This design comes from an exercise in tuning for small area, a short achievable clock period and few clock cycles per item on the open sky130 flow, not from production work. In this exercise RTL edits were held to simulation tests only and were not proved equivalent to the original. No activity file was given, so power comes from the tool's default toggle rates.

## conv3x3
module conv3x3 (
    input  wire         clk,
    input  wire         rst,
    input  wire         cfg_we,
    input  wire [3:0]   cfg_addr,
    input  wire [31:0]  cfg_wdata,
    input  wire         in_valid,
    output wire         in_ready,
    input  wire [143:0] in_pix,
    input  wire [8:0]   in_mask,
    output wire         out_valid,
    input  wire         out_ready,
    output wire [15:0]  out_pix
);
    localparam SW = 52;      
    localparam DM = 35;      
    localparam QW = 34;      
    localparam K_TOT = 2'd0;
    localparam K_WS  = 2'd1;
    localparam K_PIX = 2'd2;
    localparam D_IDLE = 2'd0;
    localparam D_ITER = 2'd1;
    localparam D_FIN  = 2'd2;
    reg [31:0] wt [0:8];
    reg [31:0] divisor;
    reg [31:0] threshold;
    reg        div_auto;
    reg        dyn_div;
    reg        lane16;
    integer n;
    always @(posedge clk) begin
        if (cfg_we) begin
            case (cfg_addr)
                4'd9:    divisor   <= cfg_wdata;
                4'd10:   threshold <= cfg_wdata;
                4'd11:   begin
                             div_auto <= cfg_wdata[0];
                             dyn_div  <= cfg_wdata[1];
                             lane16   <= cfg_wdata[2];
                         end
                default: begin
                             for (n = 0; n < 9; n = n + 1)
                                 if (cfg_addr == n) wt[n] <= cfg_wdata;
                         end
            endcase
        end
    end
    reg        active;        
    reg [1:0]  ph;            
    reg [3:0]  jj;            
    reg        cd_ok;         
    reg        in_ready_r;
    reg        dig_v;
    reg [1:0]  dig_kind;
    reg        dig_first;
    reg        dig_last;
    reg        dig_usew;
    reg [8:0]  d_one, d_two, d_neg;
    reg          acc_done;
    reg [1:0]    acc_kind;
    reg          acc_usew;
    reg [SW-1:0] acc_s, acc_c;
    reg          s2_v, s2_wait;
    reg [50:0]   s2_n;      
    reg          s2_sneg;
    reg [DM-1:0] s2_d;
    reg          s2_dneg;
    reg [DM-1:0] cd_r;
    reg          cd_neg;
    reg [15:0]   out_r;
    reg          out_v;
    wire [3:0] jtop      = lane16 ? 4'd8 : 4'd4;
    wire       need_wsum = dyn_div & ~&in_mask;
    wire prep;
    wire acc_pix  = acc_done & (acc_kind == K_PIX);
  ...
==> flow/config.mk <==
export PLATFORM = sky130hd
export DESIGN_NAME = conv3x3
export DESIGN_NICKNAME = conv3x3
export VERILOG_FILES = /design/flow/design.v
export SDC_FILE = /design/flow/constraint.sdc
export NUM_CORES = 4
export LEC_CHECK = 0
export CAP_MARGIN = 20
export CORE_MARGIN = 2
export CORE_UTILIZATION = 60
export SLEW_MARGIN = 20
export TNS_END_PERCENT = 0
==> flow/constraint.sdc <==
create_clock -name core_clock -period 12.5 [get_ports {clk}]
set_input_delay 2.5000 -clock core_clock [delete_from_list [all_inputs] [get_ports {clk}]]
set_output_delay 2.5000 -clock core_clock [all_outputs]
set_load 0.01 [all_outputs]
standard.sh (not shown) runs the stock make flow with config.mk's settings and CLKGATE_MAP_FILE= SYNTH_SCRIPT=/design/flow/synth_recipe.tcl, a recipe that flattens the netlist after the stock synthesis.
==> flow/flow/run.sh <==
#!/bin/bash
# The standard layout (standard.sh, unchanged synthesis), with two changes in how it
# is made: timing repair aims for 8 ns of extra setup slack, so the resizer keeps
# improving paths past the 12.5 ns constraint, and clock tree synthesis clusters more
# sinks per leaf buffer and inserts no dummy loads. Each tool's output is in standard.log.
set -o pipefail
bash standard.sh SETUP_SLACK_MARGIN=8 \
  "CTS_ARGS=-sink_clustering_enable -repair_clock_nets -sink_clustering_size 25 -sink_clustering_max_diameter 90 -dont_use_dummy_load" \
  finish > standard.log 2>&1
Testbench counts at the start, summed over its fixed seeds: cycles 32,911, items 4,096.
==> next run, changes <==
--- a/flow/flow/run.sh
+++ b/flow/flow/run.sh
@@ -3 +3 @@
-# is made: timing repair aims for 8 ns of extra setup slack, so the resizer keeps
+# is made: timing repair aims for 7.8 ns of extra setup slack, so the resizer keeps
@@ -7 +7 @@
-bash standard.sh SETUP_SLACK_MARGIN=8 \
+bash standard.sh SETUP_SLACK_MARGIN=7.8 \
TNS_END_PERCENT = not set   (was 0)
After rerunning: The new run finished clean. Clock power is about the same. Global-route usage is lower by 1.5 points. Count of clock-buffer cells in the layout stays the same. Maximum frequency is higher by about 0.6%. Setup slack is better by 0.028 ns. Die area does not change. Total power stays flat. Cell area barely changes.

re-timing with driven ports:
How much do the figures lean on ideal ports? The routed layouts below were timed once more, with nothing changed but the port constraints.
Step 1 (the two cells are an assumption about what drives the block):
set clk [get_ports {clk}]
set_driving_cell -lib_cell sky130_fd_sc_hd__clkbuf_16 $clk
set_driving_cell -lib_cell sky130_fd_sc_hd__buf_2 [delete_from_list [all_inputs] $clk]
Step 2 times the ports against the registers' clock, not the clock port: input delays grow and output delays shrink by t, the midpoint of the rising clock arrivals with the driver on.
a / b / c = ideal ports / drivers / drivers and shift; a / b = the first two.
run | t, ns | setup slack, ns | worst setup path after step 2 | worst data-port slew with drivers (ns) | cell pins on the clock port's net
the first run | 0.722 | 7.713 / 7.713 / 7.097 | input to register | 0.12 | 1
the second run | 0.710 | 7.742 / 7.742 / 7.291 | input to register | 0.13 | 1
After both steps setup and hold are still met in every run listed. For the first run, which loses most, drivers alone change the setup slack by 0.000 ns; drivers and shift together by -0.616 ns.
